Context: an optimization exercise on an open-source flow, tuned for small area. The choices shown serve that exercise and are no tape-out recipe. The RTL was checked by simulation tests, not by an equivalence proof against the original design. In runs 1 and 4 to 8 the design's own scripts or RTL, not TritonCTS, make the clock network. The clock input has no modelled driver; a real chip could not lean on it and would need a root buffer or a full tree. Power figures rest on the tool's default switching activity, not on a simulated workload.

==> flow/design.v <==
module cpusim_alu (
    input  wire x,       
    input  wire y,       
    input  wire ci,      
    input  wire zx,      
    input  wire nx,      
    input  wire zy,      
    input  wire ny,      
    input  wire f,       
    input  wire no,      
    output wire out,     
    output wire co       
);
    wire ix = (x & ~zx) ^ nx;
    wire iy = (y & ~zy) ^ ny;
    wire s  = ix ^ iy ^ ci;
    assign co  = (ix & iy) | (ci & (ix ^ iy));
    assign out = (f ? s : (ix & iy)) ^ no;
endmodule
module cpusim_core (
    input  wire        clk,
    input  wire        rst,         
    output wire [15:0] mem_addr,
    output wire        mem_re,
    output wire        mem_we,
    output wire [15:0] mem_wdata,
    input  wire [15:0] mem_rdata
);
    reg  [4:0]  cnt;
    reg         clr;      
    reg  [31:0] a;        
    reg  [15:0] r1, r2, r3, r4, r6, r7;
    reg         c;        
    reg         z;        
    reg         ldf;      
    wire       h1   = cnt[4];
    wire [3:0] b    = cnt[3:0];
    wire       b15  = (b == 4'd15);
    wire [2:0] op   = r1[2:0];
    wire [2:0] t    = r1[8:6];
    wire [2:0] s    = r1[5:3];      
    wire       cp   = (op == 3'b100);
    wire       alu  = (op == 3'b101);
    wire at16  = (cnt == 5'd16) & ~clr;
    wire ldcap = at16 & (op == 3'b001);
    wire [15:0] r1_d = ((cnt == 5'd0) | ldcap) ? mem_rdata : r1;
    wire r1_bit = r1_d[b];
    wire alu_o, alu_co;
    cpusim_alu u_alu (
        .x  (r2[0]),
        .y  (r3[0]),
        .ci (c),
        .zx (r1_d[11]),
        .nx (r1_d[10]),
        .zy (r1_d[9]),
        .ny (r1_d[8]),
        .f  (r1_d[7]),
        .no (r1_d[6]),
        .out(alu_o),
        .co (alu_co)
    );
    wire alu_en = ~h1 & (r1_d[2:0] == 3'b101);
    wire taken  = (s != 3'd0) & (r1[13] == z) & (r1[12] == alu_o);
    wire r0_inc = a[16] ^ c;
    reg src;
    always @(*) begin
        case (s)
            3'd0: src = r0_inc;
            3'd1: src = r1_bit;
            3'd2: src = r2[0];
            3'd3: src = r3[0];
            3'd4: src = r4[0];
            3'd5: src = a[0];
            3'd6: src = r6[0];
            default: src = r7[0];
        endcase
    end
    wire act  = h1 & ~clr & ~ldf;       
    wire cpw  = act & cp;
    wire wr0  = act & ((cp & (t == 3'd0)) | (alu & z));
    wire wr2  = cpw & (t == 3'd2);
    wire wr3  = cpw & (t == 3'd3);
    wire wr4  = cpw & (t == 3'd4);
    wire wr5  = cpw & (t == 3'd5);
    wire wr6  = cpw & (t == 3'd6);
    wire wr7  = cpw & (t == 3'd7);
    wire ld6  = h1 & (ldf | ldcap);
    wire win  = act & (b >= 4'd3) & (b <= 4'd10);
    wire sett = win & (op == 3'b011);   
    wire setl = win & (op == 3'b010);   
    assign mem_addr  = a[15:0];
    assign mem_wdata = r7;
    assign mem_we    = at16 & (op == 3'b000);
    assign mem_re    = ~mem_we;    
    always @(posedge clk) begin
        cnt <= rst ? 5'd0 : {cnt[4] ^ (&cnt[3:0]), cnt[3] ^ (&cnt[2:0]),
                             cnt[2] ^ (&cnt[1:0]), cnt[1] ^ cnt[0], ~cnt[0]};
        clr <= rst | (clr & (cnt != 5'd31));
        ldf <= ldcap | (ldf & ~b15);
        if (h1) c <= b15 ? 1'b0 : (a[16] & c);
        else    c <= b15 ? ~clr : alu_co;
        if (h1) z <= z | b15;
        else    z <= b15 ? taken : (z & ~alu_o);
        r1 <= r1_d;
        a[14:0]  <= a[15:1];
        a[15]    <= h1 ? (wr0 ? src : r0_inc) : a[16];
        a[30:16] <= a[31:17];
        a[31]    <= clr ? 1'b0 : (wr5 ? src : a[0]);
        r2 <= {clr ? 1'b0 : (wr2 ? src : r2[0]), r2[15:1]};
        r3 <= {clr ? 1'b0 : (wr3 ? src : r3[0]), r3[15:1]};
        r4 <= {clr ? 1'b0 : (alu_en ? alu_o : (wr4 ? src : r4[0])), r4[15:1]};
        r6 <= {clr ? 1'b0 : (ld6 ? r1_bit : (wr6 ? src : r6[0])), r6[15:1]};
        r7[15]   <= clr ? 1'b0 : (wr7 ? src : r7[0]);
        r7[14:13] <= r7[15:14];
        r7[12]   <= sett ? r1_bit : r7[13];
        r7[11:5] <= r7[12:6];
        r7[4]    <= setl ? r1_bit : r7[5];
        r7[3:0]  <= r7[4:1];
    end
endmodule
==> flow/flow/run.sh <==
#!/bin/bash
# Own layout flow: the standard flow (standard.sh) with
#  - synthesis as standard, but ABC maps for area with amap (flow/abc_area.script)
#    and adders are left to ABC (no fa/ha cells)
#  - one buf_1 on every input and output port
#  - a hand-built clock tree (flow/clock_tree.tcl, run as the PRE_CTS hook):
#    14 clkbuf_4 leaves, each driving a cluster of about 10 flip-flops, under
#    one clkbuf_8 root
# Each step's full output stays in orfs/logs; make's output goes to *.log here.
set -euo pipefail
here=$(pwd)
rm -rf "$here/scripts_area"
cp -r "$FLOW_HOME/scripts" "$here/scripts_area"
cp "$here/flow/abc_area.script" "$here/scripts_area/abc_area.script"
SCRIPTS_DIR="$here/scripts_area" bash standard.sh ADDER_MAP_FILE= synth > synth.log 2>&1
export BUFFER_PORTS_ARGS="-buffer_cell sky130_fd_sc_hd__buf_1"
export PRE_CTS_TCL="$here/flow/clock_tree.tcl"
bash standard.sh finish > layout.log 2>&1
==> flow/flow/abc_area.script <==
strash
ifraig
dc2
dch -f
amap -F 3
topo
stime -c
==> flow/flow/clock_tree.tcl <==
# Hand-built clock tree, sourced as the PRE_CTS hook: the clock port drives one
# root buffer (CLK_TREE_ROOT), which drives CLK_TREE_N leaf buffers
# (CLK_TREE_CELL), each driving one cluster of flip-flops (capacity-limited
# k-means on their placed locations, so the clusters are about equal in size).
# clock_tree_synthesis is then skipped; the rest of the CTS step
# (legalisation, timing repair) runs as usual.
set ct_n    [expr {[info exists ::env(CLK_TREE_N)] ? $::env(CLK_TREE_N) : 14}]
set ct_cell [expr {[info exists ::env(CLK_TREE_CELL)] ? $::env(CLK_TREE_CELL) : "sky130_fd_sc_hd__clkbuf_4"}]
set block [ord::get_db_block]
set port [$block findBTerm clk]
set clknet [$port getNet]
set sinks {}
foreach it [$clknet getITerms] { lappend sinks $it }
set pts {}
foreach it $sinks {
  set b [[$it getInst] getBBox]
  lappend pts [list [expr {([$b xMin] + [$b xMax]) / 2.0}] [expr {([$b yMin] + [$b yMax]) / 2.0}]]
}
# k-means, seeded with points spread along x
set idx [lsort -integer -indices -increasing [lmap p $pts {expr {int([lindex $p 0])}}]]
set cent {}
for {set k 0} {$k < $ct_n} {incr k} {
  lappend cent [lindex $pts [lindex $idx [expr {int(($k + 0.5) * [llength $pts] / $ct_n)}]]]
}
set cap [expr {int(ceil(double([llength $pts]) / $ct_n))}]
for {set iter 0} {$iter < 30} {incr iter} {
  # capacity-limited assignment: nearest pairs first, at most cap flip-flops a buffer
  set pairs {}
  set i 0
  foreach p $pts {
    for {set k 0} {$k < $ct_n} {incr k} {
      set c [lindex $cent $k]
      lappend pairs [list [expr {abs([lindex $p 0] - [lindex $c 0]) + abs([lindex $p 1] - [lindex $c 1])}] $i $k]
    }
    incr i
  }
  set pairs [lsort -real -index 0 $pairs]
  set asg [lrepeat [llength $pts] -1]
  set fill [lrepeat $ct_n 0]
  foreach pr $pairs {
    lassign $pr d i k
    if {[lindex $asg $i] >= 0 || [lindex $fill $k] >= $cap} continue
    lset asg $i $k
    lset fill $k [expr {[lindex $fill $k] + 1}]
  }
  set new {}
  for {set k 0} {$k < $ct_n} {incr k} {
    set sx 0.0; set sy 0.0; set m 0
    foreach p $pts a $asg { if {$a == $k} { set sx [expr {$sx + [lindex $p 0]}]; set sy [expr {$sy + [lindex $p 1]}]; incr m } }
    if {$m} { lappend new [list [expr {$sx / $m}] [expr {$sy / $m}]] } else { lappend new [lindex $cent $k] }
  }
  set cent $new
}
set ct_root [expr {[info exists ::env(CLK_TREE_ROOT)] ? $::env(CLK_TREE_ROOT) : "sky130_fd_sc_hd__clkbuf_8"}]
set topnet $clknet
if {$ct_root ne ""} {
  # one root buffer between the port and the leaf buffers, at the leaves' centre
  set rinst [odb::dbInst_create $block [[ord::get_db] findMaster $ct_root] "clkbuf_hand_root"]
  set topnet [odb::dbNet_create $block "clknet_hand_root"]
  $topnet setSigType CLOCK
  [$rinst findITerm A] connect $clknet
  [$rinst findITerm X] connect $topnet
  set sx 0.0; set sy 0.0
  foreach c $cent { set sx [expr {$sx + [lindex $c 0]}]; set sy [expr {$sy + [lindex $c 1]}] }
  $rinst setLocation [expr {int($sx / $ct_n)}] [expr {int($sy / $ct_n)}]
  $rinst setPlacementStatus PLACED
}
set master [[ord::get_db] findMaster $ct_cell]
for {set k 0} {$k < $ct_n} {incr k} {
  set inst [odb::dbInst_create $block $master "clkbuf_hand_$k"]
  set net [odb::dbNet_create $block "clknet_hand_$k"]
  $net setSigType CLOCK
  [$inst findITerm A] connect $topnet
  [$inst findITerm X] connect $net
  set m 0
  foreach it $sinks a $asg {
    if {$a == $k} { $it disconnect; $it connect $net; incr m }
  }
  set c [lindex $cent $k]
  $inst setLocation [expr {int([lindex $c 0])}] [expr {int([lindex $c 1])}]
  $inst setPlacementStatus PLACED
  puts "clock tree: $ct_cell clkbuf_hand_$k drives $m flip-flops"
}
# the tree is built; make CTS's own command a no-op
rename clock_tree_synthesis {}
proc clock_tree_synthesis {args} { puts "clock_tree_synthesis skipped: hand-built tree" }
==> flow/standard.sh <==
#!/bin/bash
# synth_recipe.tcl (not shown) runs the flow's synth.tcl, then flattens the netlist and writes it again
# the make line also repeats each setting of config.mk as NAME=value (left out here)
make -C /OpenROAD-flow-scripts/flow DESIGN_CONFIG=/design/flow/config.mk WORK_HOME=/design/flow/orfs CLKGATE_MAP_FILE= SYNTH_SCRIPT=/design/flow/synth_recipe.tcl "${@:-finish}"
==> flow/config.mk <==
export PLATFORM = sky130hd
export DESIGN_NAME = cpusim_core
export DESIGN_NICKNAME = cpusim_core
export VERILOG_FILES = /design/flow/design.v
export SDC_FILE = /design/flow/constraint.sdc
export NUM_CORES = 4
export LEC_CHECK = 0
export ABC_AREA = 1
export CAP_MARGIN = 20
export CORE_MARGIN = 2
export CORE_UTILIZATION = 80
export PLACE_DENSITY = 0.85
export SLEW_MARGIN = 20
==> flow/constraint.sdc <==
create_clock -name core_clock -period 10.0 [get_ports {clk}]
set_input_delay 2.0000 -clock core_clock [delete_from_list [all_inputs] [get_ports {clk}]]
set_output_delay 2.0000 -clock core_clock [all_outputs]
set_load 0.01 [all_outputs]
==> results of run 1 <==
-- power groups by stage --
stage | Sequential [uW] | Combinational, uW | Clock, uW
6_report | 578 | 84.0 | 223
5_1_grt | 579 | 90.3 | 248
4_1_cts | 590 | 80.8 | 169
3_5_place_dp | 589 | 80.4 | 0
3_3_place_gp | 588 | 69.9 | 0
2_1_floorplan | 584 | 57.2 | 0
-- kinds of logic after synthesis --
| group | Yosys count |
|---|---|
| flip-flops | 137 |
| AO/OA/AOI/OAI | 64 |
| AND/OR/NAND/NOR | 63 |
| XOR/XNOR | 1 |
| buffers and inverters | 54 |
-- how the worst max path moves through the flow --
stage	start	to	slack, ns	cells past startpoint
floorplan	mem_rdata[11]	z	6.14	13
global placement	clr	z	5.87	17
detailed placement	clr	z	5.31	17
CTS	clr	z	5.31	17
global route	cnt[3]	z	4.82	19
finish	clr	z	5.16	17
-- per-stage QoR --
step                      area (sq um)  setup WS [ns]  utilization
after CTS                         3970           5.31        0.900
final                             3970           5.16        0.900
after floorplan                   3720           6.14            -
after global routing              3970           4.82        0.900
after global placement            3850           5.87        0.873
after detailed placement          3850           5.31        0.873
-- per-layer routing --
| metal | share of wire | GRT usage | vias up |
|---|---|---|---|
| li1 | - | - | 1172 |
| met1 | 0.35 | 0.359 | 1169 |
| met2 | 0.51 | 0.574 | 180 |
| met3 | 0.092 | 0.0653 | 44 |
| met4 | 0.048 | 0.111 | 0 |
| met5 | 0 | 0 | - |
-- registers in the layout (all words and copies together) (netlist names), 5 cells and up --
signal / flops
r6: 16
r2: 16
r1: 16
r3: 16
r4: 16
a: 32
cnt: 5
r7: 16
-- worst max-delay path, stage by stage, from the launching register on --
cell and delay (ns):
dfxtp_1 0.57, or4_1 0.21, nor3_1 0.06, nor2_1 0.72
clkinv_1 0.73, o22ai_1 0.56, a21oi_1 0.14, a31oi_1 0.21
nand2_1 0.15, o21a_1 0.16, nand2_1 0.08, o21ai_0 0.09
o22ai_1 0.22, nor2_1 0.07, a21oi_1 0.27, xnor2_1 0.12
o41ai_1 0.26, o32a_1 0.18
-- synth_stat cells --
master / number
a22o_1: 1
a221oi_1: 1
clkinv_1: 38
a22oi_1: 1
a2111oi_0: 1
o22ai_1: 18
nor2b_1: 1
o21bai_1: 1
buf_4: 16
or4_1: 2
o211ai_1: 1
o32a_1: 1
o221ai_1: 5
dfxtp_1: 137
nand3_1: 3
o21a_1: 1
a21oi_1: 11
nor4_1: 2
nor3_1: 14
xnor2_1: 1
a211oi_1: 6
a32oi_1: 1
o32ai_1: 1
o21ai_0: 9
nor2_1: 30
nand4_1: 1
or3_1: 1
or2_0: 1
nand2_1: 8
a31oi_1: 3
o41ai_1: 2
-- area by class of cell --
class,instances,area [sq um]
tap,52,65.1
timing repair buffer,51,191
inverter,38,143
buffer,15,119
fill,180,443
multi-input combinational,128,711
sequential,137,2740
==> qor.yml, run 1 <==
intPower_uw: 662
totalNegativeSetupSlack_ns: 0
max-cap-violations: 0
insertedDiodeCount: 0
post_cts.repair.setup_buffers: 0
detailedRoute.firstPassIterationCount: 6
yosys.area_share.xor_xnor: 0.00236
routed_wire_length_per_instance_um: 18.8
number_of_vias_after_detailed_routing: 2565
die_width_um: 72.2
placement_rows: 24
insertion_delay_of_the_later_clocked_pin_in_the_worst_skew_pair_ns: 0.41
min_period_over_period: 0.484
globalplace.congestion: 1.01
finalNetCount: 389
antenna_found_initial: 0
timing.final.max_slew_violations: 0
worst_ep_required_time_ns: 10.35
synthCells: 319
floorplan.initialDensity: 0.842
yosysUniqueCellTypes: 31
post-synth-top-area-fraction: 0.738
r2r_slack_ns: 5.16
area_growth_from_synthesis_to_layout_pct: 6.87
power.density_nw_per_um2: 223
status: "finished clean"
hold_path_startpoint: "r6[13]"
period_needed_ns: 4.84
worst_slew_pin_slew_ns: 0.947
swShare: 0.252
synth_compound_area_frac: 0.113
area_share_of_fa_ha_maj_cells_after_synthesis: 0
layout_commonest_cell: "dfxtp_1"
p_switching_uw: 223
pwr-share-seq: 0.653
worstSetupEndpointType: "register"
worstPathArrival_ns: 5.19
fin_skew_ns: 0.0267
remaining_drc_errors: 0
syn_area_sq_um: 3720
chipHeight_um: 72.2
initial_drc_count: 195
critical_path_peak_fanout: 17
slew-limit-headroom: 0.366
total_power_uw: 885
hold_end: "r6[12]"
hold_class: "reg -> reg"
num_io_pins: 52
worst_hold_slack_ns: 0.330
groute.usage.overall: 0.313
cts_hold_buf: 0
fmaxAchievable_mhz: 206
finalSetupViolations: 0
worstSetupStartpointType: "register"
post-dp-hpwl_mm: 5.88
synth_nets: 337
io_buffers: 51
detail_route_antenna_nets: 0
crit-reg2reg-launch: "clr"
wl_mm: 7.89
power.ir.vdd_worst_mv: 0.160
stdcell_count: 421
core_sq_um: 4410
detail_route.vias_per_cell: 6.09
die_area_sq_um: 5210
post_synth.cell_area_avg_sq_um: 11.6
grt.overflow.total: 0
reg2reg_to: "z"
setup.worst_path.class: "reg -> reg"
first_global_vias: 2590
placed_cells: 406
share_of_the_yosys_chip_area_belonging_to_registers: 0.738
synth_top_cell_by_area: "dfxtp_1"
cts_resized: 0
grt_first_pass_wirelength_mm: 12.6
final_layout_size_suffix_gt1_frac: 0.0407
synth.ff_latch_count: 137
clkTransAtPathRegs_ns: 0.10
report.final.hold_viol_count: 0
layout_common_cells: "dfxtp_1, buf_1, clkinv_1"
holdPathStages: 0
dominant_combinational_cell_family_by_area_after_synthesis: "compound AO/OA/AOI/OAI gates"
yosys.area_share.simple: 0.0754
ys_top_cells_by_area: "dfxtp_1, clkinv_1, buf_4, nor2_1, o22ai_1"
clk_network_pwr_share: 0.252
pin_count_of_the_biggest_net_entering_global_routing: 18
cellLeakagePower_uw: 0.00146
grt_setup_unrepaired: "no"
yosysWarningCount: 1
logic_gate_share_of_total_power: 0.095
worstRegToRegCells: 17
synthMuxAreaShare: 0
==> run 2, diff against run 1 <==
--- a/flow/flow/run.sh
+++ b/flow/flow/run.sh
@@ -6,4 +6,4 @@
 #  - a hand-built clock tree (flow/clock_tree.tcl, run as the PRE_CTS hook):
-#    14 clkbuf_4 leaves, each driving a cluster of about 10 flip-flops, under
-#    one clkbuf_8 root
+#    clkbuf leaves, each driving a cluster of flip-flops, the smallest tree
+#    whose estimated clock-pin slew is at most 105 ps
 # Each step's full output stays in orfs/logs; make's output goes to *.log here.
==> flow/flow/clock_tree.tcl (replaced) <==
set ct_limit 0.105
set cb4  sky130_fd_sc_hd__clkbuf_4
set cb8  sky130_fd_sc_hd__clkbuf_8
set cb16 sky130_fd_sc_hd__clkbuf_16
# {leaves leaf-cell root-cell}, by area
set ct_candidates [list \
  [list 11 $cb4 $cb8] [list 4 $cb16 {}] [list 12 $cb4 $cb8] [list 7 $cb8 $cb8] \
  [list 13 $cb4 $cb8] [list 14 $cb4 $cb8] [list 8 $cb8 $cb8] [list 15 $cb4 $cb8] \
  [list 16 $cb4 $cb8]]
set block [ord::get_db_block]
set clknet [[$block findBTerm clk] getNet]
set sinks {}
foreach it [$clknet getITerms] { lappend sinks $it }
set pts {}
foreach it $sinks {
  set b [[$it getInst] getBBox]
  lappend pts [list [expr {([$b xMin] + [$b xMax]) / 2.0}] [expr {([$b yMin] + [$b yMax]) / 2.0}]]
}

proc ct_clusters {pts n} {
  set idx [lsort -integer -indices -increasing [lmap p $pts {expr {int([lindex $p 0])}}]]
  set cent {}
  for {set k 0} {$k < $n} {incr k} {
    lappend cent [lindex $pts [lindex $idx [expr {int(($k + 0.5) * [llength $pts] / $n)}]]]
  }
  set cap [expr {int(ceil(double([llength $pts]) / $n))}]
  for {set iter 0} {$iter < 30} {incr iter} {
    set pairs {}
    set i 0
    foreach p $pts {
      for {set k 0} {$k < $n} {incr k} {
        set c [lindex $cent $k]
        lappend pairs [list [expr {abs([lindex $p 0] - [lindex $c 0]) + abs([lindex $p 1] - [lindex $c 1])}] $i $k]
      }
      incr i
    }
    set asg [lrepeat [llength $pts] -1]
    set fill [lrepeat $n 0]
    foreach pr [lsort -real -index 0 $pairs] {
      lassign $pr d i k
      if {[lindex $asg $i] >= 0 || [lindex $fill $k] >= $cap} continue
      lset asg $i $k
      lset fill $k [expr {[lindex $fill $k] + 1}]
    }
    set new {}
    for {set k 0} {$k < $n} {incr k} {
      set sx 0.0; set sy 0.0; set m 0
      foreach p $pts a $asg { if {$a == $k} { set sx [expr {$sx + [lindex $p 0]}]; set sy [expr {$sy + [lindex $p 1]}]; incr m } }
      if {$m} { lappend new [list [expr {$sx / $m}] [expr {$sy / $m}]] } else { lappend new [lindex $cent $k] }
    }
    set cent $new
  }
  return [list $cent $asg]
}

proc ct_place {inst xy} {
  $inst setLocation [expr {int([lindex $xy 0])}] [expr {int([lindex $xy 1])}]
  $inst setPlacementStatus PLACED
}

proc ct_build {n ct_leaf ct_root} {
  global block clknet sinks pts
  lassign [ct_clusters $pts $n] cent asg
  set rnet $clknet
  if {$ct_root ne ""} {
    set rinst [odb::dbInst_create $block [[ord::get_db] findMaster $ct_root] clkbuf_hand_root]
    set rnet [odb::dbNet_create $block clknet_hand_root]
    $rnet setSigType CLOCK
    [$rinst findITerm A] connect $clknet
    [$rinst findITerm X] connect $rnet
    set sx 0.0; set sy 0.0
    foreach c $cent { set sx [expr {$sx + [lindex $c 0]}]; set sy [expr {$sy + [lindex $c 1]}] }
    ct_place $rinst [list [expr {$sx / $n}] [expr {$sy / $n}]]
  }
  set master [[ord::get_db] findMaster $ct_leaf]
  for {set k 0} {$k < $n} {incr k} {
    set inst [odb::dbInst_create $block $master "clkbuf_hand_$k"]
    set net [odb::dbNet_create $block "clknet_hand_$k"]
    $net setSigType CLOCK
    [$inst findITerm A] connect $rnet
    [$inst findITerm X] connect $net
    foreach it $sinks a $asg { if {$a == $k} { $it disconnect; $it connect $net } }
    ct_place $inst [lindex $cent $k]
  }
}

proc ct_unbuild {n ct_root} {
  global block clknet sinks
  foreach it $sinks { $it disconnect; $it connect $clknet }
  for {set k 0} {$k < $n} {incr k} {
    odb::dbInst_destroy [$block findInst "clkbuf_hand_$k"]
    odb::dbNet_destroy [$block findNet "clknet_hand_$k"]
  }
  if {$ct_root ne ""} {
    odb::dbInst_destroy [$block findInst clkbuf_hand_root]
    odb::dbNet_destroy [$block findNet clknet_hand_root]
  }
}

proc ct_worst_slew {} {
  set_propagated_clock [all_clocks]
  estimate_parasitics -placement
  set worst 0.0
  foreach pin [all_registers -clock_pins] {
    foreach e {rise fall} {
      set s [get_property $pin slew_max_$e]
      if {$s > $worst} { set worst $s }
    }
  }
  unset_propagated_clock [all_clocks]
  return $worst
}

set last [lindex $ct_candidates end]
foreach cand $ct_candidates {
  lassign $cand n leaf root
  ct_build $n $leaf $root
  set w [ct_worst_slew]
  puts "clock tree: $n $leaf leaves under [expr {$root eq {} ? {the clock port} : $root}], estimated worst clock-pin slew [format %.1f [expr {$w * 1000}]] ps"
  if {$w <= $ct_limit || $cand eq $last} break
  ct_unbuild $n $root
}
puts "clock tree: kept $n $leaf leaves"

# the tree is built; make CTS's own command a no-op
rename clock_tree_synthesis {}
proc clock_tree_synthesis {args} { puts "clock_tree_synthesis skipped: hand-built tree" }
--- a/flow/config.mk
+++ b/flow/config.mk
@@ -10,4 +10,4 @@
 export CORE_MARGIN = 2
-export CORE_UTILIZATION = 80
-export PLACE_DENSITY = 0.85
+export CORE_UTILIZATION = 85
+export PLACE_DENSITY = 0.95
 export SLEW_MARGIN = 20
==> run 2 against run 1 <==
Net effect: the flow now stops in clock tree synthesis (4_1_cts); area after synthesis unchanged; synthesized cell count unchanged.
==> qor.yml, run 2 <==
synth_top_cell_by_area: "dfxtp_1"
globalplace.congestion: 1.05
chipHeight_um: 70.1
placed_cells: 406
synth.ff_latch_count: 137
stop_stage: "clock tree synthesis (4_1_cts)"
ys_top_cells_by_area: "dfxtp_1, clkinv_1, buf_4, nor2_1, o22ai_1"
ys_top_cells_by_count: "dfxtp_1, clkinv_1, nor2_1"
area_share_of_fa_ha_maj_cells_after_synthesis: 0
synth_edf_count: 0
asyncSetResetFlopFracSynth: 0
yosys_most_used_dff: "dfxtp_1"
placed_area_sq_um: 3850
synth_nets: 337
post-synth-top-count-cell: "dfxtp_1"
die_width_um: 70.1
post_synth.cell_area_avg_sq_um: 11.6
synth_compound_area_frac: 0.113
tool_error: "Error: cts.tcl, 6 can't read \"pts\": no such variable"
num_io_pins: 52
yosys.area_share.simple: 0.0754
yosysUniqueCellTypes: 31
synthCells: 319
preCtsSetupSlack_ns: 5.43
synthMuxAreaShare: 0
share_of_the_yosys_chip_area_belonging_to_registers: 0.738
syn_area_sq_um: 3720
dominant_combinational_cell_family_by_area_after_synthesis: "compound AO/OA/AOI/OAI gates"
io_buffers: 51
placement_rows: 24
post-dp-hpwl_mm: 6.04
status: "stopped before the end"
yosysWarningCount: 1
yosys.area_share.xor_xnor: 0.00236
floorplan.initialDensity: 0.865
post-synth-top-area-fraction: 0.738
run 2: worst max-delay path by stage:
stage | slack [ns] | endpoint
3_3_place_gp | 5.89 | a[15]
2_1_floorplan | 6.14 | z
3_5_place_dp | 5.43 | a[15]
run 2: kinds of logic after synthesis:
logic type | count (synthesis)
flip-flops | 137
AO/OA/AOI/OAI | 64
AND/OR/NAND/NOR | 63
buffers and inverters | 54
XOR/XNOR | 1
run 2: power by group through the flow:
stage,logic [uW],clock network [uW],registers (uW)
floorplan,57.2,0,584
global placement,70.7,0,587
detailed placement,81.2,0,589
run 2: metrics by stage:
step | hold WS, ns | utilization
after floorplan | 0.310 | -
after detailed placement | 0.313 | 0.897
after global placement | 0.312 | 0.897
==> run 3, diff against run 2 <==
--- a/flow/config.mk
+++ b/flow/config.mk
@@ -10,4 +10,4 @@
 export CORE_MARGIN = 2
-export CORE_UTILIZATION = 85
-export PLACE_DENSITY = 0.95
+export CORE_UTILIZATION = 80
+export PLACE_DENSITY = 0.85
 export SLEW_MARGIN = 20
==> run 3 against run 2 <==
Net effect: the run again fails in clock tree synthesis (4_1_cts); area after synthesis is the same; synthesized cell count is the same.
==> qor.yml, run 3 <==
chipHeight_um: 72.2
post-synth-top-count-cell: "dfxtp_1"
yosysWarningCount: 1
synth.ff_latch_count: 137
num_io_pins: 52
yosys_most_used_dff: "dfxtp_1"
synthCells: 319
asyncSetResetFlopFracSynth: 0
syn_area_sq_um: 3720
stop_stage: "clock tree synthesis (4_1_cts)"
synth_top_cell_by_area: "dfxtp_1"
die_width_um: 72.2
synth_edf_count: 0
ys_top_cells_by_area: "dfxtp_1, clkinv_1, buf_4, nor2_1, o22ai_1"
placement_rows: 24
io_buffers: 51
yosysUniqueCellTypes: 31
synth_nets: 337
ys_top_cells_by_count: "dfxtp_1, clkinv_1, nor2_1"
post-dp-hpwl_mm: 5.88
post_synth.cell_area_avg_sq_um: 11.6
status: "stopped before the end"
globalplace.congestion: 1.01
share_of_the_yosys_chip_area_belonging_to_registers: 0.738
tool_error: "Error: cts.tcl, 6 can't read \"pts\": no such variable"
post-synth-top-area-fraction: 0.738
floorplan.initialDensity: 0.842
run 3: cell counts after synthesis:
Identical to the previous run, type by type.
run 3: power by group through the flow:
stage | Sequential (uW) | Clock, uW | Combinational [uW]
3_5_place_dp | 589 | 0 | 80.4
3_3_place_gp | 588 | 0 | 69.9
2_1_floorplan | 584 | 0 | 57.2
run 3: worst max path at each step:
stage | startpoint | endpoint | slack (ns)
detailed placement | clr | z | 5.31
global placement | clr | z | 5.87
floorplan | mem_rdata[11] | z | 6.14
run 3: cells by family after synthesis:
logic type | after synthesis | share of synthesized area
and+or+nand+nor | 63 | 0.0754
xor gates and xnor gates | 1 | 0.00236
buffers and inverters | 54 | 0.0707
DFF | 137 | 0.738
AOI/OAI and AO/OA | 64 | 0.113
run 3: through the flow:
step	std cells	utilization	setup WS, ns	hold WS, ns	instance area [sq um]
2_1_floorplan	319	-	6.14	0.310	3720
3_3_place_gp	406	0.873	5.87	0.311	3850
3_5_place_dp	406	0.873	5.31	0.312	3850
==> run 4, diff against run 3 <==
--- a/flow/flow/clock_tree.tcl
+++ b/flow/flow/clock_tree.tcl
@@ -1,2 +1,2 @@
-set ct_limit 0.105
+set ::ct_limit 0.105
 set cb4  sky130_fd_sc_hd__clkbuf_4
@@ -5,3 +5,3 @@
 # {leaves leaf-cell root-cell}, by area
-set ct_candidates [list \
+set ::ct_candidates [list \
   [list 11 $cb4 $cb8] [list 4 $cb16 {}] [list 12 $cb4 $cb8] [list 7 $cb8 $cb8] \
@@ -9,10 +9,10 @@
   [list 16 $cb4 $cb8]]
-set block [ord::get_db_block]
-set clknet [[$block findBTerm clk] getNet]
-set sinks {}
-foreach it [$clknet getITerms] { lappend sinks $it }
-set pts {}
-foreach it $sinks {
+set ::block [ord::get_db_block]
+set ::clknet [[$::block findBTerm clk] getNet]
+set ::sinks {}
+foreach it [$::clknet getITerms] { lappend ::sinks $it }
+set ::pts {}
+foreach it $::sinks {
   set b [[$it getInst] getBBox]
-  lappend pts [list [expr {([$b xMin] + [$b xMax]) / 2.0}] [expr {([$b yMin] + [$b yMax]) / 2.0}]]
+  lappend ::pts [list [expr {([$b xMin] + [$b xMax]) / 2.0}] [expr {([$b yMin] + [$b yMax]) / 2.0}]]
 }
@@ -113,15 +113,18 @@
 
-set last [lindex $ct_candidates end]
-foreach cand $ct_candidates {
-  lassign $cand n leaf root
-  ct_build $n $leaf $root
-  set w [ct_worst_slew]
-  puts "clock tree: $n $leaf leaves under [expr {$root eq {} ? {the clock port} : $root}], estimated worst clock-pin slew [format %.1f [expr {$w * 1000}]] ps"
-  if {$w <= $ct_limit || $cand eq $last} break
-  ct_unbuild $n $root
+proc ct_choose {} {
+  set last [lindex $::ct_candidates end]
+  foreach cand $::ct_candidates {
+    lassign $cand n leaf root
+    ct_build $n $leaf $root
+    set w [ct_worst_slew]
+    puts "clock tree: $n $leaf leaves under [expr {$root eq {} ? {the clock port} : $root}], estimated worst clock-pin slew [format %.1f [expr {$w * 1000}]] ps"
+    if {$w <= $::ct_limit || $cand eq $last} break
+    ct_unbuild $n $root
+  }
+  puts "clock tree: kept $n $leaf leaves"
 }
-puts "clock tree: kept $n $leaf leaves"
+ct_choose
 
 # the tree is built; make CTS's own command a no-op
-rename clock_tree_synthesis {}
-proc clock_tree_synthesis {args} { puts "clock_tree_synthesis skipped: hand-built tree" }
+rename ::clock_tree_synthesis {}
+proc ::clock_tree_synthesis {args} { puts "clock_tree_synthesis skipped: hand-built tree" }
--- a/flow/config.mk
+++ b/flow/config.mk
@@ -10,4 +10,4 @@
 export CORE_MARGIN = 2
-export CORE_UTILIZATION = 80
-export PLACE_DENSITY = 0.85
+export CORE_UTILIZATION = 85
+export PLACE_DENSITY = 0.95
 export SLEW_MARGIN = 20
==> run 4 against run 3 <==
Net effect: now clean on timing, DRC and antenna; synthesized cell count is the same; area after synthesis did not move.
==> qor.yml, run 4 <==
status: "finished clean"
yosysWarningCount: 1
register_area_sq_um: 2740
stdcell_count: 415
globalplace.congestion: 1.05
core_sq_um: 4290
ys_top_cells_by_area: "dfxtp_1, clkinv_1, buf_4, nor2_1, o22ai_1"
post_cts.repair.setup_buffers: 0
report.final.hold_viol_count: 0
remaining_drc_errors: 0
critical_path_peak_fanout: 17
routed_wire_length_per_instance_um: 22.3
detail_route.vias_per_cell: 6.36
synthCells: 319
p_switching_uw: 231
synth_nets: 337
initial_drc_count: 243
insertion_delay_of_the_later_clocked_pin_in_the_worst_skew_pair_ns: 0.37
placement_rows: 24
share_of_the_yosys_chip_area_belonging_to_registers: 0.738
hold_class: "reg -> reg"
pwr-share-seq: 0.645
post-dp-hpwl_mm: 6.04
cpPeakStageDelay_ns: 0.72
die_area_sq_um: 4920
io_buffers: 51
cp.buffers_inverters: 1
period_needed_ns: 5.08
syn_area_sq_um: 3720
slowest_stage: "nor2_1"
ys_top_cells_by_count: "dfxtp_1, clkinv_1, nor2_1"
pin_count_of_the_biggest_net_entering_global_routing: 19
worst_slew_pin_slew_ns: 0.938
finalSetupViolations: 0
worst_ep_required_time_ns: 10.32
worst_hold_slack_ns: 0.336
final_layout_size_suffix_gt1_frac: 0.0248
insertedDiodeCount: 0
grt_setup_unrepaired: "no"
slew-limit-headroom: 0.372
number_of_vias_after_detailed_routing: 2640
power.ir.vdd_worst_mv: 0.186
detail_route_antenna_nets: 0
finalWorstSetupSlack_ns: 4.92
max-cap-violations: 0
synth_edf_count: 0
fin_skew_ns: 0.0115
yosysUniqueCellTypes: 31
preCtsSetupSlack_ns: 5.43
crit_chain: "nor2_1 > nand3_1 > or4_1 > nor3_1 > nor2_1 > clkinv_1 > o22ai_1 > a21oi_1 > a31oi_1 > nand2_1 > o21a_1 > nand2_1 > o21ai_0 > o22ai_1 > nor2_1 > a21oi_1 > xnor2_1 > o41ai_1 > o32a_1"
num_io_pins: 52
post-synth-top-area-fraction: 0.738
power.density_nw_per_um2: 226
asyncSetResetFlopFracSynth: 0
first_global_vias: 2723
antenna_found_initial: 0
critical_path.most_common_cell: "nor2_1"
die_width_um: 70.1
largest_register: "a"
post-synth-top-count-cell: "dfxtp_1"
cts_hold_buf: 0
placed_cells: 406
cp_top_family: "compound AO/OA/AOI/OAI gates"
logic_gate_share_of_total_power: 0.099
layout.core_utilization: 0.926
intPower_uw: 669
min_period_over_period: 0.508
setup.worst_path.class: "reg -> reg"
number_of_flip_flops_in_the_largest_register: 32
wl_mm: 9.27
totalNegativeSetupSlack_ns: 0
grt_first_pass_wirelength_mm: 14.4
clkTransAtPathRegs_ns: 0.10
layout_common_cells: "dfxtp_1, buf_1, clkinv_1"
n_fill_cell: 142
area_growth_from_synthesis_to_layout_pct: 7.00
grt.overflow.total: 0
detailedRoute.firstPassIterationCount: 5
worstPathArrival_ns: 5.40
post_synth.cell_area_avg_sq_um: 11.6
multiInputGateArea_sq_um: 711
synth_top_cell_by_area: "dfxtp_1"
groute.usage.overall: 0.386
layout_commonest_cell: "dfxtp_1"
timing.final.max_slew_violations: 0
worstSetupStartpointType: "register"
swShare: 0.257
clk_network_pwr_share: 0.256
yosys_most_used_dff: "dfxtp_1"
synth.ff_latch_count: 137
cellLeakagePower_uw: 0.00146
finalNetCount: 383
chipHeight_um: 70.1
fmaxAchievable_mhz: 197
cts_resized: 0
worstSetupEndpointType: "register"
floorplan.initialDensity: 0.865
[run 4: routing by layer]
metal  vias to the layer above  share of wire  track usage
met5                         -              0            0
met1                      1180           0.35        0.456
met2                       236           0.50        0.690
li1                       1150              -            -
met3                        74          0.091       0.0577
met4                         0          0.067        0.179
[run 4: area by class of cell]
type | instances | area share
buffer | 9 | 0.0312
timing repair buffer | 51 | 0.0481
multi-input combinational | 128 | 0.179
tap | 52 | 0.0164
inverter | 38 | 0.0359
sequential | 137 | 0.690
[run 4: cell families after synthesis]
kind of cell	share of synthesized area
simple gates	0.0754
flops	0.738
buf+inv	0.0707
compound gates	0.113
xor+xnor	0.00236
[run 4: final timing paths]
| kind | start | endpoint | slack [ns] | cells past startpoint |
|---|---|---|---|---|
| worst max-delay path | cnt[0] | z | 4.92 | 19 |
| worst min-delay path | r6[14] | r6[13] | 0.34 | 0 |
| worst max register to register | cnt[0] | z | 4.92 | 19 |
| worst min register to register | r6[14] | r6[13] | 0.34 | 0 |
[run 4: through the flow]
| stage | area [sq um] | total power, uW |
|---|---|---|
| floorplan | 3720 | 641 |
| global placement | 3850 | 658 |
| detailed placement | 3850 | 671 |
| CTS | 3980 | 852 |
| global route | 3980 | 924 |
| finish | 3980 | 900 |
[run 4: power groups by stage]
stage / combinational (uW) / sequential, uW / clock (uW)
floorplan: 57.2 / 584 / 0
detailed placement: 81.2 / 589 / 0
global placement: 70.7 / 587 / 0
finish: 89.6 / 580 / 230
CTS: 84.7 / 591 / 176
global route: 94.5 / 581 / 248
==> run 5, diff against run 4 <==
--- a/flow/config.mk
+++ b/flow/config.mk
@@ -10,4 +10,4 @@
 export CORE_MARGIN = 2
-export CORE_UTILIZATION = 85
-export PLACE_DENSITY = 0.95
+export CORE_UTILIZATION = 80
+export PLACE_DENSITY = 0.85
 export SLEW_MARGIN = 20
==> run 5 against run 4 <==
Net effect: synthesized cell count unchanged; area after synthesis unchanged; die area up 5.9%; fmax up 4.2%; global-route usage down 7.3 points; clock skew up 0.017 ns; power down 1.6%; register-to-register slack better by 0.21 ns; critical path depth down 2; sequential power about the same; worst setup slack better by 0.21 ns; largest power group unchanged.
==> qor.yml, run 5 <==
status: "finished clean"
holdPathStages: 0
synth_nets: 337
post-synth-top-count-cell: "dfxtp_1"
crit_chain: "or4_1 > nor3_1 > nor2_1 > clkinv_1 > o22ai_1 > a21oi_1 > a31oi_1 > nand2_1 > o21a_1 > nand2_1 > o21ai_0 > o22ai_1 > nor2_1 > a21oi_1 > xnor2_1 > o41ai_1 > o32a_1"
final_layout_size_suffix_gt1_frac: 0.0407
post-synth-top-area-fraction: 0.738
insertedDiodeCount: 0
cts_resized: 0
synth_edf_count: 0
wl_mm: 7.93
reg2reg_to: "z"
post_synth.cell_area_avg_sq_um: 11.6
r2r_slack_ns: 5.12
core_sq_um: 4410
largest_register: "a"
layout_commonest_cell: "dfxtp_1"
grt.overflow.total: 0
syn_area_sq_um: 3720
ys_top_cells_by_area: "dfxtp_1, clkinv_1, buf_4, nor2_1, o22ai_1"
worstPathArrival_ns: 5.23
ys_top_cells_by_count: "dfxtp_1, clkinv_1, nor2_1"
hold_class: "reg -> reg"
placement_rows: 24
finalSetupViolations: 0
yosysUniqueCellTypes: 31
post-dp-hpwl_mm: 5.88
cellLeakagePower_uw: 0.00146
power.density_nw_per_um2: 223
hold_end: "r4[4]"
yosys_most_used_dff: "dfxtp_1"
num_io_pins: 52
remaining_drc_errors: 0
timing.final.max_slew_violations: 0
finalNetCount: 389
routed-wl-met2_mm: 3.97
groute.usage.overall: 0.313
globalplace.congestion: 1.01
worstSetupEndpointType: "register"
worstRegToRegCells: 17
synth.ff_latch_count: 137
placed_cells: 406
detailedRoute.firstPassIterationCount: 8
routed_wire_length_per_instance_um: 18.8
worstSetupStartpointType: "register"
initial_drc_count: 169
min_period_over_period: 0.488
setup.worst_path.class: "reg -> reg"
io_buffers: 51
die_area_sq_um: 5210
insertion_delay_of_the_later_clocked_pin_in_the_worst_skew_pair_ns: 0.41
die_width_um: 72.2
number_of_flip_flops_in_the_largest_register: 32
cpPeakStageDelay_ns: 0.76
layout_common_cells: "dfxtp_1, buf_1, clkinv_1"
met3_wirelength_um: 772
synthCells: 319
worst_slew_pin_slew_ns: 0.995
yosysWarningCount: 1
dominant_combinational_cell_family_by_area_after_synthesis: "compound AO/OA/AOI/OAI gates"
totalNegativeSetupSlack_ns: 0
yosys.area_share.xor_xnor: 0.00236
slowest_stage: "nor2_1"
first_global_vias: 2590
max-cap-violations: 0
floorplan.initialDensity: 0.842
number_of_vias_after_detailed_routing: 2591
pin_count_of_the_biggest_net_entering_global_routing: 18
fin_skew_ns: 0.0289
synthMuxAreaShare: 0
slew-limit-headroom: 0.334
cts_hold_buf: 0
area_growth_from_synthesis_to_layout_pct: 6.87
hold_path_startpoint: "r4[5]"
topRoutingLayerUsed: "met4"
area_share_of_fa_ha_maj_cells_after_synthesis: 0
antenna_found_initial: 0
share_of_the_yosys_chip_area_belonging_to_registers: 0.738
grt_first_pass_wirelength_mm: 12.6
crit-reg2reg-launch: "clr"
synth_compound_area_frac: 0.113
worst_ep_required_time_ns: 10.35
chipHeight_um: 72.2
routedLengthMet1_mm: 2.82
report.final.hold_viol_count: 0
clkTransAtPathRegs_ns: 0.11
n_fill_cell: 180
critical_path_peak_fanout: 17
synth_top_cell_by_area: "dfxtp_1"
detail_route_antenna_nets: 0
stdcell_count: 421
power.ir.vdd_worst_mv: 0.160
asyncSetResetFlopFracSynth: 0
post_cts.repair.setup_buffers: 0
detail_route.vias_per_cell: 6.15
grt_setup_unrepaired: "no"
fmaxAchievable_mhz: 205
yosys.area_share.simple: 0.0754
period_needed_ns: 4.88
run 5: worst max-delay path by stage:
stage / start / end / slack, ns / depth (start not counted)
floorplan: mem_rdata[11] / z / 6.14 / 13
global placement: clr / z / 5.87 / 17
detailed placement: clr / z / 5.31 / 17
CTS: clr / z / 5.31 / 17
global route: cnt[3] / z / 4.82 / 19
finish: clr / z / 5.12 / 17
run 5: worst max-delay path, delay by kind of cell, from the launching register on:
kind / cells / cell delay [ns]
flip-flops: 1 / 0.57
XOR/XNOR: 1 / 0.12
buffers and inverters: 1 / 0.75
AND/OR/NAND/NOR: 6 / 1.31
AO/OA/AOI/OAI: 9 / 2.10
run 5: routing by layer:
layer,up-vias,global-route usage
met5,-,0
met3,44,0.0653
met1,1162,0.359
met2,212,0.574
met4,0,0.111
li1,1173,-
run 5: cells by family (layout without fill, tap and decap cells):
group                     after synthesis  after routing
AOI/OAI and AO/OA                      64             64
buffers and inverters                  54            104
and+or+nand+nor                        63             63
xor gates and xnor gates                1              1
DFF                                   137            137
run 5: area by class of cell:
cell class,instances,area [sq um],area share
buffer,15,119,0.0299
sequential,137,2740,0.691
multi-input combinational,128,711,0.179
timing repair buffer,51,191,0.0482
tap,52,65.1,0.0164
inverter,38,143,0.0359
run 5: per-stage QoR:
step / hold slack [ns] / setup slack, ns / util / instance area, sq um / power [uW]
floorplan: 0.310 / 6.14 / - / 3720 / 641
global placement: 0.311 / 5.87 / 0.873 / 3850 / 658
detailed placement: 0.312 / 5.31 / 0.873 / 3850 / 670
CTS: 0.312 / 5.31 / 0.900 / 3970 / 840
global route: 0.337 / 4.82 / 0.900 / 3970 / 917
finish: 0.330 / 5.12 / 0.900 / 3970 / 886
run 5: where the power goes:
part	switching (uW)	internal [uW]
clock	149	74.3
sequential	17.3	561
combinational	57.8	26.5
==> run 6, diff against run 5 <==
==> flow/flow/run.sh (replaced) <==
#!/bin/bash
# Own layout flow: the standard flow (standard.sh) with
#  - synthesis as standard (same registers, same names), except that adders
#    are left to ABC (no fa/ha cells) and ABC maps for area with amap; the
#    synthesis is run once per flow/abc_*.script and the smallest result
#    (Yosys's chip area) is kept (synth_choice.log)
#  - one buf_1 on every input and output port
#  - a hand-built clock tree (flow/clock_tree.tcl, run as the PRE_CTS hook):
#    clkbuf leaves, each driving a cluster of flip-flops, the smallest tree
#    whose estimated clock-pin slew is at most 105 ps
# Each step's full output stays in orfs/logs; make's output goes to *.log here.
set -euo pipefail
here=$(pwd)
best=""
best_area=""
: > synth_choice.log
for s in "$here"/flow/abc_*.script; do
  name=$(basename "$s" .script)
  rm -rf "$here/orfs" "$here/scripts_area"
  cp -r "$FLOW_HOME/scripts" "$here/scripts_area"
  cp "$s" "$here/scripts_area/abc_area.script"
  SCRIPTS_DIR="$here/scripts_area" bash standard.sh ADDER_MAP_FILE= synth > "synth_$name.log" 2>&1
  area=$(sed -n "s/.*Chip area for module.*: *\([0-9.]*\).*/\1/p" "$here/orfs/reports/sky130hd/cpusim_core/base/synth_stat.txt" | head -1)
  echo "$name $area" >> synth_choice.log
  if [[ -z "$best" ]] || awk -v a="$area" -v b="$best_area" 'BEGIN { exit !(a < b) }'; then
    best="$name"
    best_area="$area"
    rm -rf "$here/orfs_best"
    mv "$here/orfs" "$here/orfs_best"
  fi
done
rm -rf "$here/orfs" "$here/scripts_area"
mv "$here/orfs_best" "$here/orfs"
echo "kept $best $best_area" >> synth_choice.log
export BUFFER_PORTS_ARGS="-buffer_cell sky130_fd_sc_hd__buf_1"
export PRE_CTS_TCL="$here/flow/clock_tree.tcl"
bash standard.sh finish > layout.log 2>&1
==> flow/flow/abc_am5.script (new file) <==
strash
ifraig
dc2
dch -f
amap -F 3 -m
topo
stime -c
==> flow/flow/abc_p.script (new file) <==
strash
ifraig
dc2
dch -f
amap -F 3
topo
stime -c
==> flow/flow/abc_s14.script (new file) <==
strash
ifraig
dc2
dch -f
amap -F 3
topo
stime -c
==> flow/flow/abc_s15.script (new file) <==
strash
ifraig
dc2
dch -f
amap -m -F 3
topo
stime -c
==> flow/flow/abc_s3.script (new file) <==
strash
dch -f
amap -m -F 3
topo
stime -c
removed: flow/flow/abc_area.script
==> run 6 against run 5 <==
Net effect: critical endpoint is now r4[15]; power grew 1.5%; register-to-register slack lost 0.18 ns; fmax shrank 3.6%; critical path depth grew 1; clock skew shrank 0.00098 ns; flip-flop and latch count is the same; sequential share of layout area shrank 0.065 points; worst setup slack lost 0.18 ns; utilization grew 0.085 points; design area is essentially flat; routed wire length grew 9.9%; highest routed layer unchanged.
==> qor.yml, run 6 <==
n_fill_cell: 180
finalNetCount: 386
power.density_nw_per_um2: 226
setup.worst_path.class: "reg -> reg"
yosysUniqueCellTypes: 28
insertedDiodeCount: 0
layout_commonest_cell: "dfxtp_1"
remaining_drc_errors: 0
timing.final.max_slew_violations: 0
die_width_um: 72.1
grt_setup_unrepaired: "no"
preCtsSetupSlack_ns: 5.17
post-dp-hpwl_mm: 5.55
wl_mm: 8.71
design_area_sq_um: 3980
placed_area_sq_um: 3850
cts_hold_buf: 0
fmaxAchievable_mhz: 198
core_sq_um: 4410
cts_resized: 0
multiInputGateArea_sq_um: 748
post_cts.repair.setup_buffers: 0
r2r_slack_ns: 4.94
register_area_sq_um: 2740
totalNegativeSetupSlack_ns: 0
die_area_sq_um: 5190
detailedRoute.firstPassIterationCount: 6
synth.ff_latch_count: 137
globalplace.congestion: 0.954
crit_chain: "nor2_1 > nand3_1 > or3_1 > nor4_1 > nor2_1 > buf_4 > o22ai_1 > clkinv_1 > a22oi_1 > nand3_1 > a31oi_1 > nor4_1 > a31oi_1 > o21ai_0 > a311oi_1 > and2_0 > o22a_1 > nor2_1"
pin_count_of_the_biggest_net_entering_global_routing: 24
fin_skew_ns: 0.0279
yosysWarningCount: 1
post-synth-top-count-cell: "dfxtp_1"
worstSetupEndpointType: "register"
finalSetupViolations: 0
antenna_found_initial: 0
period_needed_ns: 5.06
worst_ep_required_time_ns: 10.28
io_buffers: 51
critical_path_peak_fanout: 23
layout.core_utilization: 0.901
cellLeakagePower_uw: 0.00148
cpPeakStageDelay_ns: 0.71
chipHeight_um: 72.1
groute.usage.overall: 0.343
status: "finished clean"
asyncSetResetFlopFracSynth: 0
insertion_delay_of_the_later_clocked_pin_in_the_worst_skew_pair_ns: 0.40
initial_drc_count: 270
largest_register: "a"
detail_route_antenna_nets: 0
finalWorstSetupSlack_ns: 4.94
layout_common_cells: "dfxtp_1, buf_1, nor2_1"
synth_nets: 332
final_layout_size_suffix_gt1_frac: 0.0464
grt.overflow.total: 0
hold_class: "reg -> reg"
floorplan.initialDensity: 0.839
ys_top_cells_by_area: "dfxtp_1, buf_4, a21oi_1, nor2_1, clkinv_1"
syn_area_sq_um: 3700
number_of_vias_after_detailed_routing: 2685
worstPathArrival_ns: 5.34
number_of_flip_flops_in_the_largest_register: 32
slowest_stage: "a311oi_1"
report.final.hold_viol_count: 0
worstSetupStartpointType: "register"
yosys_most_used_dff: "dfxtp_1"
critical_path.most_common_cell: "nor2_1"
worstRegToRegCells: 18
routed_wire_length_per_instance_um: 20.8
synth_edf_count: 0
detail_route.vias_per_cell: 6.42
placement_rows: 24
synthCells: 314
share_of_the_yosys_chip_area_belonging_to_registers: 0.740
num_io_pins: 52
post_synth.cell_area_avg_sq_um: 11.8
post-synth-top-area-fraction: 0.740
holdPathStages: 0
power.ir.vdd_worst_mv: 0.164
area_growth_from_synthesis_to_layout_pct: 7.29
slew-limit-headroom: 0.418
grt_first_pass_wirelength_mm: 13.5
synth_top_cell_by_area: "dfxtp_1"
worst_slew_pin_slew_ns: 0.868
min_period_over_period: 0.506
first_global_vias: 2573
max-cap-violations: 0
ys_top_cells_by_count: "dfxtp_1, nor2_1, clkinv_1"
clkTransAtPathRegs_ns: 0.11
run 6: cell families (layout without fill, tap and decap cells):
| kind of cell | count (synthesis) | count (layout) | synth area share |
|---|---|---|---|
| AO/OA/AOI/OAI | 70 | 70 | 0.119 |
| multiplexers | 1 | 1 | 0.00304 |
| buffers and inverters | 41 | 93 | 0.0578 |
| flip-flops | 137 | 137 | 0.740 |
| AND/OR/NAND/NOR | 65 | 65 | 0.0797 |
run 6: final cells by class:
class                      instances  share of cell area
timing repair buffer              52              0.0500
buffer                            16              0.0318
tap                               52              0.0164
multi-input combinational        136               0.188
sequential                       137               0.690
inverter                          25              0.0236
run 6: critical path: cells and delay by family (launching register included):
kind,cells,cell delay (ns)
flip-flops,1,0.34
buffers and inverters,2,0.40
AND/OR/NAND/NOR,9,2.00
AO/OA/AOI/OAI,7,2.20
run 6: layer usage:
| layer | track usage | part of all wire | vias to the layer above |
|---|---|---|---|
| li1 | - | - | 1174 |
| met1 | 0.395 | 0.34 | 1211 |
| met2 | 0.624 | 0.49 | 243 |
| met3 | 0.0625 | 0.11 | 57 |
| met4 | 0.149 | 0.060 | 0 |
| met5 | 0 | 0 | - |
run 6: per-stage QoR:
stage | hold WS, ns | std cells | power, uW
6_report | 0.316 | 418 | 899
5_1_grt | 0.319 | 418 | 931
4_1_cts | 0.312 | 418 | 844
3_5_place_dp | 0.312 | 402 | 666
3_3_place_gp | 0.309 | 402 | 658
2_1_floorplan | 0.310 | 314 | 639
run 6: worst paths after layout:
path | startpoint | end
max | cnt[0] | r4[15]
min | a[19] | a[18]
max reg2reg | cnt[0] | r4[15]
min reg2reg | a[19] | a[18]
run 6: power by group:
part           switching (uW)  total, uW  leakage [uW]  internal, uW
combinational            59.6       86.1      0.000296          26.6
clock                     157        236     0.0000762          79.0
sequential               16.5        577       0.00111           561
total                     233        899       0.00148           666
==> run 7, diff against run 6 <==
--- a/flow/flow/clock_tree.tcl
+++ b/flow/flow/clock_tree.tcl
@@ -19,4 +19,11 @@
 
-proc ct_clusters {pts n} {
-  set idx [lsort -integer -indices -increasing [lmap p $pts {expr {int([lindex $p 0])}}]]
+proc ct_clusters {pts n order} {
+  # initial centres spread along x, y or a diagonal, by order
+  switch $order {
+    0 { set keys [lmap p $pts {expr {int([lindex $p 0])}}] }
+    1 { set keys [lmap p $pts {expr {int([lindex $p 1])}}] }
+    2 { set keys [lmap p $pts {expr {int([lindex $p 0] + [lindex $p 1])}}] }
+    default { set keys [lmap p $pts {expr {int([lindex $p 0] - [lindex $p 1])}}] }
+  }
+  set idx [lsort -integer -indices -increasing $keys]
   set cent {}
@@ -60,5 +67,5 @@
 
-proc ct_build {n ct_leaf ct_root} {
+proc ct_build {n ct_leaf ct_root order} {
   global block clknet sinks pts
-  lassign [ct_clusters $pts $n] cent asg
+  lassign [ct_clusters $pts $n $order] cent asg
   set rnet $clknet
@@ -117,9 +124,16 @@
     lassign $cand n leaf root
-    ct_build $n $leaf $root
-    set w [ct_worst_slew]
-    puts "clock tree: $n $leaf leaves under [expr {$root eq {} ? {the clock port} : $root}], estimated worst clock-pin slew [format %.1f [expr {$w * 1000}]] ps"
-    if {$w <= $::ct_limit || $cand eq $last} break
-    ct_unbuild $n $root
+    # four clusterings, seeded along x, y and the two diagonals; keep the best
+    set best_w 1e9
+    set best_o 0
+    for {set o 0} {$o < 4} {incr o} {
+      ct_build $n $leaf $root $o
+      set w [ct_worst_slew]
+      ct_unbuild $n $root
+      if {$w < $best_w} { set best_w $w; set best_o $o }
+    }
+    puts "clock tree: $n $leaf leaves under [expr {$root eq {} ? {the clock port} : $root}], estimated worst clock-pin slew [format %.1f [expr {$best_w * 1000}]] ps"
+    if {$best_w <= $::ct_limit || $cand eq $last} break
   }
-  puts "clock tree: kept $n $leaf leaves"
+  ct_build $n $leaf $root $best_o
+  puts "clock tree: kept $n $leaf leaves (clustering $best_o)"
 }
==> run 7 against run 6 <==
Net effect: final cell count down 0.48%; worst setup slack worse by 0.13 ns; routed wire length up 0.62%; highest routed layer unchanged.
==> qor.yml, run 7 <==
status: "finished clean"
cellLeakagePower_uw: 0.00147
core_sq_um: 4410
cts_resized: 0
placed_cells: 402
totalNegativeSetupSlack_ns: 0
synth.ff_latch_count: 137
post-synth-top-area-fraction: 0.740
hold_class: "reg -> reg"
synth_nets: 332
post_synth.cell_area_avg_sq_um: 11.8
chipHeight_um: 72.1
synthCells: 314
pwr-share-seq: 0.653
synth_top_cell_by_area: "dfxtp_1"
swShare: 0.257
layout_common_cells: "dfxtp_1, buf_1, nor2_1"
worstPathArrival_ns: 5.47
timing.final.max_slew_violations: 0
power.density_nw_per_um2: 224
worstSetupStartpointType: "register"
power.ir.vdd_worst_mv: 0.136
insertedDiodeCount: 0
floorplan.initialDensity: 0.839
grt_setup_unrepaired: "no"
grt_first_pass_wirelength_mm: 13.5
pin_count_of_the_biggest_net_entering_global_routing: 24
die_area_sq_um: 5190
first_global_vias: 2561
grt.overflow.total: 0
detail_route.vias_per_cell: 6.36
detailedRoute.firstPassIterationCount: 5
num_io_pins: 52
slew-limit-headroom: 0.393
worst_ep_required_time_ns: 10.28
antenna_found_initial: 0
post_cts.repair.setup_buffers: 0
finalNetCount: 384
worst_slew_pin_slew_ns: 0.904
globalplace.congestion: 0.954
p_switching_uw: 228
max-cap-violations: 0
number_of_vias_after_detailed_routing: 2644
yosysWarningCount: 1
initial_drc_count: 242
post-dp-hpwl_mm: 5.55
fmaxAchievable_mhz: 193
period_needed_ns: 5.18
min_period_over_period: 0.518
syn_area_sq_um: 3700
largest_register: "a"
ys_top_cells_by_count: "dfxtp_1, nor2_1, clkinv_1"
setup.worst_path.class: "reg -> reg"
clkTransAtPathRegs_ns: 0.11
post-synth-top-count-cell: "dfxtp_1"
wl_mm: 8.76
detail_route_antenna_nets: 0
clk_network_pwr_share: 0.248
finalSetupViolations: 0
logic_gate_share_of_total_power: 0.099
area_growth_from_synthesis_to_layout_pct: 6.89
number_of_flip_flops_in_the_largest_register: 32
placement_rows: 24
asyncSetResetFlopFracSynth: 0
routed_wire_length_per_instance_um: 21.1
final_layout_size_suffix_gt1_frac: 0.0412
report.final.hold_viol_count: 0
intPower_uw: 657
fin_skew_ns: 0.0241
yosys_most_used_dff: "dfxtp_1"
groute.usage.overall: 0.344
layout_commonest_cell: "dfxtp_1"
ys_top_cells_by_area: "dfxtp_1, buf_4, a21oi_1, nor2_1, clkinv_1"
die_width_um: 72.1
critical_path_peak_fanout: 23
io_buffers: 51
synth_edf_count: 0
share_of_the_yosys_chip_area_belonging_to_registers: 0.740
worstSetupEndpointType: "register"
stdcell_count: 416
total_power_uw: 885
yosysUniqueCellTypes: 28
cts_hold_buf: 0
remaining_drc_errors: 0
layout.core_utilization: 0.897
insertion_delay_of_the_later_clocked_pin_in_the_worst_skew_pair_ns: 0.39
[run 7: worst max-delay path: stages (launching register included)]
cell	delay, ns
dfxtp_1	0.34
nor2_1	0.33
nand3_1	0.19
or3_1	0.42
nor4_1	0.48
nor2_1	0.13
buf_4	0.26
o22ai_1	0.36
clkinv_1	0.16
a22oi_1	0.16
nand3_1	0.09
a31oi_1	0.49
nor4_1	0.14
a31oi_1	0.21
o21ai_0	0.15
a311oi_1	0.73
a21oi_1	0.22
nor2_1	0.19
nor2_1	0.06
[run 7: area by class of cell]
| class | instances | area [sq um] |
|---|---|---|
| Sequential cell | 137 | 2740 |
| Multi-Input combinational cell | 136 | 748 |
| Fill cell | 181 | 454 |
| Timing Repair Buffer | 52 | 199 |
| Buffer | 14 | 111 |
| Inverter | 25 | 93.8 |
| Tap cell | 52 | 65.1 |
[run 7: per-layer routing]
metal / vias up / global-route usage / part of all wire
li1: 1169 / - / -
met1: 1215 / 0.405 / 0.36
met2: 204 / 0.617 / 0.49
met3: 56 / 0.0597 / 0.096
met4: 0 / 0.153 / 0.052
met5: - / 0 / 0
[run 7: kinds of logic after synthesis]
logic type,synth area share
DFF,0.740
AOI/OAI and AO/OA,0.119
and+or+nand+nor,0.0797
buffers and inverters,0.0578
muxes,0.00304
[run 7: path summary, 6_finish.rpt]
check	startpoint	end	slack [ns]	cells past startpoint
setup / recovery	cnt[0]	r6[15]	4.82	18
hold / removal	a[19]	a[18]	0.34	0
setup reg to reg	cnt[0]	r6[15]	4.82	18
hold reg to reg	a[19]	a[18]	0.34	0
[run 7: power groups by stage]
stage               sequential, uW  combinational [uW]  clock [uW]
floorplan                      583                56.4           0
global placement               586                72.8           0
detailed placement             588                77.9           0
CTS                            589                82.2         164
global route                   579                93.6         241
finish                         578                87.5         220
[run 7: stage by stage]
stage / area [sq um] / setup WS, ns / hold WS [ns]
2_1_floorplan: 3700 / 5.85 / 0.310
3_3_place_gp: 3850 / 5.51 / 0.309
3_5_place_dp: 3850 / 5.17 / 0.312
4_1_cts: 3960 / 5.03 / 0.312
5_1_grt: 3960 / 4.58 / 0.338
6_report: 3960 / 4.82 / 0.336
==> run 8, diff against run 7 <==
--- a/flow/design.v
+++ b/flow/design.v
@@ -62,3 +62,3 @@
     wire alu_en = ~h1 & (r1_d[2:0] == 3'b101);
-    wire taken  = (s != 3'd0) & (r1[13] == z) & (r1[12] == alu_o);
+    wire taken  = (r1[13] == z) & (r1[12] == alu_o);
     wire r0_inc = a[16] ^ c;
==> flow/flow/abc_t2.script (new file) <==
strash
dch -f
amap -m -F 5
topo
stime -c
==> run 8 against run 7 <==
Net effect: still clean; clock skew fell by 0.0034 ns; synthesized cell count decreased by 0.64%; fmax rose by 0.88%; global-route usage increased by 0.93 points; largest cell class unchanged; largest power group unchanged.
==> qor.yml, run 8 <==
routed_wire_length_per_instance_um: 21.6
period_needed_ns: 5.14
n_fill_cell: 187
core_sq_um: 4410
synth_edf_count: 0
wl_mm: 8.95
busiest_layer: "met2"
worstSetupStartpointType: "register"
floorplan.initialDensity: 0.836
crit-reg2reg-launch: "cnt[0]"
grt_setup_unrepaired: "no"
num_io_pins: 52
antenna_found_initial: 0
layout_common_cells: "dfxtp_1, buf_1, nor2_1"
power.ir.vdd_worst_mv: 0.152
ys_top_cells_by_count: "dfxtp_1, nor2_1, clkinv_1"
worst_slew_pin_slew_ns: 0.962
detailedRoute.firstPassIterationCount: 7
detail_route_antenna_nets: 0
number_of_flip_flops_in_the_largest_register: 32
synth_top_cell_by_area: "dfxtp_1"
holdPathStages: 0
critical_path.most_common_cell: "nor2_1"
placement_rows: 24
chipHeight_um: 71.9
insertion_delay_of_the_later_clocked_pin_in_the_worst_skew_pair_ns: 0.40
synthCells: 312
post_synth.cell_area_avg_sq_um: 11.8
final_layout_size_suffix_gt1_frac: 0.0441
cellLeakagePower_uw: 0.00148
cp_top_family: "compound AO/OA/AOI/OAI gates"
insertedDiodeCount: 0
synth.ff_latch_count: 137
remaining_drc_errors: 0
cts_hold_buf: 0
grt_first_pass_wirelength_mm: 13.7
yosys_most_used_dff: "dfxtp_1"
cts_resized: 0
met3_usage: 0.0556
first_global_vias: 2649
grt.overflow.total: 0
critical_path_peak_fanout: 21
timing.final.max_slew_violations: 0
grt.met1_usage: 0.394
totalNegativeSetupSlack_ns: 0
register_area_sq_um: 2740
status: "finished clean"
layout.core_utilization: 0.896
die_area_sq_um: 5170
yosysUniqueCellTypes: 24
yosysWarningCount: 1
report.final.hold_viol_count: 0
preCtsSetupSlack_ns: 5.15
post-synth-top-count-cell: "dfxtp_1"
cpPeakStageDelay_ns: 0.77
worst_hold_slack_ns: 0.324
ys_top_cells_by_area: "dfxtp_1, buf_4, nor2_1, a21oi_1, clkinv_1"
cp.buffers_inverters: 2
setup.worst_path.class: "reg -> reg"
max-cap-violations: 0
hold_end: "r3[11]"
fin_skew_ns: 0.0206
slew-limit-headroom: 0.359
worstPathArrival_ns: 5.44
groute.usage.overall: 0.354
r2r_slack_ns: 4.86
hold_class: "reg -> reg"
post-synth-top-area-fraction: 0.743
area_growth_from_synthesis_to_layout_pct: 7.12
worstRegToRegCells: 18
clkTransAtPathRegs_ns: 0.11
finalSetupViolations: 0
worst_ep_required_time_ns: 10.31
grtUsageMet2: 0.665
slowest_stage: "a221oi_1"
finalWorstSetupSlack_ns: 4.86
syn_area_sq_um: 3690
post-dp-hpwl_mm: 5.64
pin_count_of_the_biggest_net_entering_global_routing: 22
detail_route.vias_per_cell: 6.32
layout_commonest_cell: "dfxtp_1"
asyncSetResetFlopFracSynth: 0
worstSetupEndpointType: "register"
finalNetCount: 383
power.density_nw_per_um2: 227
initial_drc_count: 234
min_period_over_period: 0.514
synth_nets: 330
largest_register: "a"
hold_path_startpoint: "r3[12]"
share_of_the_yosys_chip_area_belonging_to_registers: 0.743
reg2reg_to: "r4[15]"
number_of_vias_after_detailed_routing: 2623
crit_chain: "nor2_1 > nand3_1 > or3_1 > nor4_1 > nor2_1 > buf_4 > o22ai_1 > clkinv_1 > a222oi_1 > a32oi_1 > a21oi_1 > nor3_1 > a311oi_1 > nor2_1 > a221oi_1 > a21oi_1 > nor2_1 > nor2_1"
io_buffers: 51
post_cts.repair.setup_buffers: 0
multiInputGateArea_sq_um: 732
globalplace.congestion: 0.875
fmaxAchievable_mhz: 195
die_width_um: 71.9
==> run 8: worst max-delay path by stage <==
| stage | from | endpoint | slack, ns | cells past startpoint |
|---|---|---|---|---|
| final | cnt[0] | r4[15] | 4.86 | 18 |
| after global routing | cnt[0] | r4[15] | 4.61 | 18 |
| after CTS | mem_rdata[6] | r4[15] | 4.95 | 13 |
| after detailed placement | mem_rdata[6] | r4[15] | 5.15 | 13 |
| after global placement | mem_rdata[6] | r6[15] | 5.47 | 13 |
| after floorplan | cnt[2] | r4[15] | 5.82 | 18 |
==> run 8: metrics by stage <==
stage / total power [uW] / area [sq um] / cells
6_report: 896 / 3960 / 415
5_1_grt: 920 / 3960 / 415
4_1_cts: 843 / 3960 / 415
3_5_place_dp: 667 / 3840 / 400
3_3_place_gp: 661 / 3840 / 400
2_1_floorplan: 640 / 3690 / 312
==> run 8: cells by family after synthesis <==
group | count (synthesis) | synth area share
and+or+nand+nor | 66 | 0.0810
DFF | 137 | 0.743
buffers and inverters | 42 | 0.0590
AOI/OAI and AO/OA | 66 | 0.114
muxes | 1 | 0.00305
==> run 8: metal layers <==
layer  routed length, um  share of wire  vias to the layer above
met2                4560           0.51                      215
met1                3090           0.34                     1194
met5                   0              0                        -
met4                 525          0.059                        0
met3                 773          0.086                       52
li1                    -              -                     1162
==> run 8: layout make-up <==
class,count,share of cell area
plain buffers,15,0.0301
inverters,26,0.0247
multi-input cells,133,0.185
flip-flops and latches,137,0.693
well taps,52,0.0165
repair buffers,52,0.0503
==> run 8: report_power, final <==
group | total (uW) | internal, uW | switching (uW)
clock | 231 | 74.4 | 156
sequential | 578 | 561 | 17.4
combinational | 87.1 | 26.7 | 60.4

[afterwards: timing with drivers on the ports]
The flow's constraints put no driver on any port. The routed layouts listed below were extracted and timed again, unchanged, in two steps.
Step 1, drivers: a clkbuf_16 drives clk and a buf_2 each remaining input, both assumed.
Step 2 times the ports against the registers' clock, not the clock port: input delays grow and output delays shrink by t, the midpoint of the rising clock arrivals with the driver on.
Slacks: no drivers / after step 1 / after step 2; pairs: no drivers / after step 1.
run	shift t [ns]	setup WS [ns]	worst data-port slew with drivers (ns)	cell pins on the clock port's net
run 1	0.424	5.155 / 5.155 / 5.155	0.04	1
run 4	0.391	4.920 / 4.920 / 4.920	0.05	1
run 5	0.420	5.125 / 5.125 / 5.125	0.04	1
run 6	0.420	4.945 / 4.945 / 4.945	0.05	1
run 7	0.409	4.819 / 4.819 / 4.819	0.04	1
run 8	0.423	4.864 / 4.864 / 4.765	0.04	1
After both steps setup and hold are still met in every run listed. The setup slack of run 8, which loses most, moves by 0.000 ns with the drivers and by -0.099 ns with both steps.
